Context: an optimization exercise on an open-source flow, tuned for small area, a short achievable clock period and few clock cycles per item. The choices shown serve that exercise and are no tape-out recipe.
In this exercise RTL edits were held to simulation tests only and were not proved equivalent to the original.
No activity file was given, so power comes from the tool's default toggle rates.

==> inputs of 04-22 <==
==> flow/design.v (excerpt) <==
module eib_codec (
    input  wire         clk,
    input  wire         rst,
    input  wire         start,
    input  wire         bytag,     
    input  wire [3:0]   tc,
    input  wire         f32le,     
    input  wire [3:0]   plen,
    input  wire [119:0] pb,        
    input  wire [3:0]   tlen,
    input  wire [119:0] tag,       
    output wire         ready,
    output reg          done,
    output wire         v_valid,
    output reg          v_fallback,
    output reg  [3:0]   v_kind,
    output wire [3:0]   v_tc,
    output reg  [119:0] v_int,
    output wire         v_fsel,
    output wire [27:0]  v_f16h,
    output wire [31:0]  v_f32,
    output wire [2:0]   v_dow,
    output wire [11:0]  v_year,
    output wire [3:0]   v_month,
    output wire [4:0]   v_day,
    output wire [4:0]   v_hour,
    output wire [5:0]   v_min,
    output wire [5:0]   v_sec,
    output wire [5:0]   v_slen,
    output reg  [343:0] v_str      
);
Settings: LEC_CHECK=0, ABC_AREA=1, CAP_MARGIN=20, CORE_MARGIN=2, CORE_UTILIZATION=30, SETUP_SLACK_MARGIN=4.2, SLEW_MARGIN=20; clock period 11.0 ns.
run.sh (not shown) runs the stock make flow with config.mk's settings and CLKGATE_MAP_FILE= SYNTH_SCRIPT=/design/flow/synth_recipe.tcl, a recipe that flattens the netlist after the stock synthesis.
==> 03-27: changes against 04-22 <==
--- a/flow/design.v
+++ b/flow/design.v
@@ -47,44 +47,44 @@
         if (is_tag(t, tlen, "datetime", 8)) tc = 4'd10;
     end
 endmodule
 module eib_bin2dec #(
     parameter K = 4
 ) (
     input  wire [K-1:0] bits,
-    input  wire [37:0]  lsd,      
+    input  wire [38:0]  lsd,      
     input  wire [15:0]  f_in,
-    input  wire [151:0] r_in,
+    input  wire [155:0] r_in,
     output reg  [15:0]  f_out,
-    output reg  [151:0] r_out
+    output reg  [155:0] r_out
 );
     function automatic [3:0] adj(input [3:0] d);
         adj[3] = d[3] | (d[2] & (d[1] | d[0]));
         adj[2] = (d[2] & ~d[1] & ~d[0]) | (d[3] & d[0]);
         adj[1] = (d[1] & (~d[2] | d[0])) | (d[3] & ~d[0]);
         adj[0] = (~d[3] & ~d[2] & d[0]) | (d[2] & d[1] & ~d[0]) | (d[3] & ~d[0]);
     endfunction
     reg [3:0]  a0, a1, a2, a3, a;
-    reg [37:0] co;
+    reg [38:0] co;
     integer t, c;
     always @* begin
         f_out = f_in;
         r_out = r_in;
         for (t = K - 1; t >= 0; t = t - 1) begin
-            for (c = 0; c < 38; c = c + 1) begin
+            for (c = 0; c < 39; c = c + 1) begin
                 a = adj(r_out[4*c +: 4]);
                 co[c] = a[3];
             end
             a0 = adj(f_out[3:0]);
             a1 = adj(f_out[7:4]);
             a2 = adj(f_out[11:8]);
             a3 = adj(f_out[15:12]);
-            for (c = 0; c < 38; c = c + 1) begin
+            for (c = 0; c < 39; c = c + 1) begin
                 a = adj(r_out[4*c +: 4]);
-                r_out[4*c +: 4] = {a[2:0], ((c < 37) ? co[(c < 37) ? c + 1 : c] : 1'b0) | (lsd[c] & a3[3])};
+                r_out[4*c +: 4] = {a[2:0], ((c < 38) ? co[(c < 38) ? c + 1 : c] : 1'b0) | (lsd[c] & a3[3])};
             end
             f_out = {a3[2:0], a2[3], a2[2:0], a1[3], a1[2:0], a0[3], a0[2:0], bits[t]};
         end
     end
 endmodule
 module eib_codec (
     input  wire         clk,
@@ -327,22 +327,22 @@
     reg  [5:0]   dp;       
     reg          rerun;    
     reg  [7:0]   xlen;     
     reg  [5:0]   xnint;    
     reg          cfirst;   
     reg  [5:0]   slen_r;   
     reg          fcv;      
-    reg  [151:0] r;        
+    reg  [155:0] r;        
     reg  [15:0]  f;        
-    reg [37:0] lsd;
+    reg [38:0] lsd;
     always @* begin
-        for (i = 0; i < 38; i = i + 1)
+        for (i = 0; i < 39; i = i + 1)
             lsd[i] = (dp == i + 3);
     end
-    wire [151:0] r_nx;
+    wire [155:0] r_nx;
     wire [15:0]  f_nx;
     eib_bin2dec #(.K(K)) u_b2d (.bits(y[39:40-K]), .lsd(lsd), .f_in(f), .r_in(r),
                                 .f_out(f_nx), .r_out(r_nx));
     wire        i_s = pb[7];
     wire [3:0]  i_e = pb[6:3];
     wire [10:0] i_m = {pb[2:0], pb[15:8]};
     reg  [10:0] i_mn;      
@@ -367,36 +367,29 @@
     wire [6:0]  w_s  = w_ee[6:0] - 7'd22;            
     wire [8:0]  w_kk = 9'd150 - w_ee;
     reg         sh_case;   
     reg  [6:0]  e_s;
     reg  [4:0]  k5;        
     reg         q_zero;    
     wire [30:0] mt = y[30:0];
-    reg  [31:0] mask, mhalf, mlsb;    
-    always @* begin
-        for (i = 0; i < 32; i = i + 1) begin
-            mask[i]  = (k5 > i);
-            mhalf[i] = (k5 == i + 1);
-            mlsb[i]  = (k5 == i);
-        end
-    end
+    wire [31:0] mask = (32'd1 << k5) - 32'd1;
     wire [31:0] mt32 = {1'b0, mt};
-    wire        r_half = |(mt32 & mhalf);
-    wire        r_stk  = |(mt32 & mask & ~mhalf);
-    wire        r_lsb  = |(mt32 & mlsb);
+    wire        r_half = (k5 != 5'd0) && mt32[k5 - 5'd1];
+    wire        r_stk  = |(mt32 & (mask >> 1));
+    wire        r_lsb  = mt32[k5];
     wire        r_up   = r_half && (r_stk || r_lsb);
     wire [31:0] mt_or = mt32 | mask;
     reg  [31:0] mt_inc;
     always @* begin
         for (i = 0; i < 32; i = i + 1)
             mt_inc[i] = mt_or[i] ^ ((i == 0) ? 1'b1 : &(mt_or | ~((32'd1 << i) - 32'd1)));
     end
     wire [31:0] xr = r_up ? mt_inc : (mt32 & ~mask);
     wire [31:0] x_rd = sh_case ? {mt, 1'b0} : xr;
-    wire [31:0] x  = x_rd;
+    wire [31:0] x  = y[31:0];
     wire [5:0]  x_hb = x[31] ? 6'd32 : x[30] ? 6'd31 : x[29] ? 6'd30 : 6'd0;   
     wire [7:0]  x_len = sh_case ? ({2'd0, x_hb} - 8'd1 + {1'b0, e_s})
                                 : ((x_hb == 6'd0) ? 8'd0 : ({2'd0, x_hb} - {3'd0, k5}));
     wire [7:0]  x_ns = sh_case ? (8'd31 + {1'b0, e_s}) : (8'd32 - {3'd0, k5});
     wire        x_short = (x_ns <= 8'd5);
     wire [7:0]  x_n5 = x_ns - 8'd5;
     wire [1:0]  x_m = x_ns[1:0] - 2'd2;
@@ -453,47 +446,53 @@
                             finf <= w_special && !w_nan;
                             y    <= {16'd0, w_m};
                         end else begin
                             neg  <= pb[7];
                             y    <= i_y;
                         end
                         rerun  <= 1'b0;
-                        r      <= 152'd0;
+                        r      <= 156'd0;
                         f      <= i_f;
                         cnt    <= i_cnt;
                         if (in_tc == 4'd3 && plen == 4'd2)
                             state <= S_CONV;
                         else if (in_tc == 4'd3 && plen == 4'd4 && !w_special)
                             state <= S_P32A;
                         else
                             done <= 1'b1;
                     end
                 end
                 S_REDO: begin
                     y     <= {16'd0, w[30:23] != 8'd0, w[22:0]};
-                    r     <= 152'd0;
+                    r     <= 156'd0;
                     f     <= 16'd0;
                     state <= S_P32A;
                 end
                 S_P32A: begin
                     y       <= {9'd0, w_m100};
                     state   <= S_P32B;
                 end
                 S_P32B: begin
-                    y    <= x_y;
-                    cnt  <= x_cnt;
-                    xlen <= x_len;
-                    cfirst <= 1'b1;
-                    f    <= {8'd0, bcd8({3'd0, x_top})};
+                    y <= {8'd0, x_rd};
                     if (q_zero) begin
                         f     <= 16'd0;
                         dp    <= {5'd0, neg} + 6'd1;
                         done  <= 1'b1;
                         state <= S_IDLE;
-                    end else if (x_short) begin
+                    end else begin
+                        state <= S_P32C;
+                    end
+                end
+                S_P32C: begin
+                    y    <= x_y;
+                    cnt  <= x_cnt;
+                    xlen <= x_len;
+                    cfirst <= 1'b1;
+                    f    <= {8'd0, bcd8({3'd0, x_top})};
+                    if (x_short) begin
                         dp    <= {5'd0, neg} + 6'd1;
                         done  <= 1'b1;
                         state <= S_IDLE;
                     end else begin
                         state <= S_CONV;
                     end
                 end
@@ -524,22 +523,22 @@
         for (i = 0; i < 15; i = i + 1) begin
             s_hex[16*i +: 8]     = hexchar(op_pb[8*i + 4 +: 4]);
             s_hex[16*i + 8 +: 8] = hexchar(op_pb[8*i +: 4]);
         end
         s_hex[343:240] = 104'd0;
         for (i = 0; i < 43; i = i + 1) begin
             if (i + 2 < dp)
-                ch = {4'h3, r[4*((i < 38) ? i : 37) +: 4]};
+                ch = {4'h3, r[4*((i < 39) ? i : 38) +: 4]};
             else if (i + 2 == dp)
                 ch = {4'h3, f[15:12]};
             else if (i + 1 == dp)
                 ch = {4'h3, f[11:8]};
             else if (i == dp)
                 ch = ".";
-            else if (i >= 1 && dp == i - 1)
+            else if (i == dp + 1)
                 ch = {4'h3, f[7:4]};
             else
                 ch = {4'h3, f[3:0]};
             s_fl[8*i +: 8] = ch;
         end
         if (neg)
             s_fl[7:0] = "-";
==> 04-28: changes against 04-22 <==
- CORE_UTILIZATION: 30 -> 40
==> comparison table <==
quantity	03-27	04-28	04-22
Standard cell core area	0.202 mm^2	0.148 mm^2	0.197 mm^2
First-pass iteration count of the detailed router	10	11	9
Fraction of cell area in non-clock buffers	12.6%	12.8%	12.8%
Area added between synthesis and finish	22.4%	19.8%	21.9%
Largest net degree at the start of global routing	193	123	123
Multi-input combinational cell area	0.0414 mm^2	0.0397 mm^2	0.0399 mm^2
Share of the yosys chip area belonging to registers	20.6%	20.9%	20.9%
Distinct cells, synth	82	78	78
Multiplexer area fraction after synthesis	0.721%	0.638%	0.638%
Share of power burned in the clock network	16.3%	13.1%	13.0%
Internal power	5.69 mW	6.78 mW	6.74 mW
First-pass GRT wire length	562 mm	506 mm	545 mm
Post-route core utilization	37.0%	48.3%	36.8%
Clock network area share	2.60%	2.84%	2.72%
Outcome	finished clean	finished clean	finished clean
Width of the die	455 um	390 um	450 um
Met1 wire length	151 mm	134 mm	145 mm
Diode count	25	19	23
Proportion of cell area occupied by multi-input gates	55.4%	55.6%	55.0%
Worst min-delay path startpoint	v_kind[0]$_SDFFE_PP0P_	slen_r[1]$_SDFFE_PP0P_	v_kind[2]$_SDFFE_PP0P_
Layout sequential cell count	425	421	421
Switching part of the total power	54.5%	57.5%	58.2%
Met2 track demand over resource	57.2%	67.9%	58.0%
Sequential group share of total power	19.5%	17.4%	17.2%
Register-to-register setup slack	5130 ps	4780 ps	4820 ps
Testbench counts of 04-22, summed over its fixed seeds: cycles 4,739, items 1,920.
Testbench counts of 03-27, summed over its fixed seeds: cycles 4,907, items 1,920.
Testbench counts of 04-28, summed over its fixed seeds: cycles 4,739, items 1,920.

separate check: timing with driven ports:
The results above use ideal ports. As a check the final layouts listed here were re-extracted and re-timed, cells and wires unchanged.
Step 1, drivers: a clkbuf_16 drives clk and a buf_2 each remaining input, both assumed.
Step 2 times the ports against the registers' clock, not the clock port: input delays grow and output delays shrink by t, the midpoint of the rising clock arrivals with the driver on.
a / b / c = ideal ports / drivers / drivers and shift; a / b = the first two.
run	t (ns)	setup slack, ns	hold WS [ns]	worst setup path at the end
04-22	0.863	4.011 / 3.922 / 4.696	0.479 / 0.479 / 0.479	input to register
03-27	0.837	3.963 / 3.867 / 4.580	0.490 / 0.490 / 0.490	input to register
04-28	0.793	4.111 / 4.016 / 4.238	0.473 / 0.473 / 0.473	input to register
After both steps every run listed still meets setup and hold.
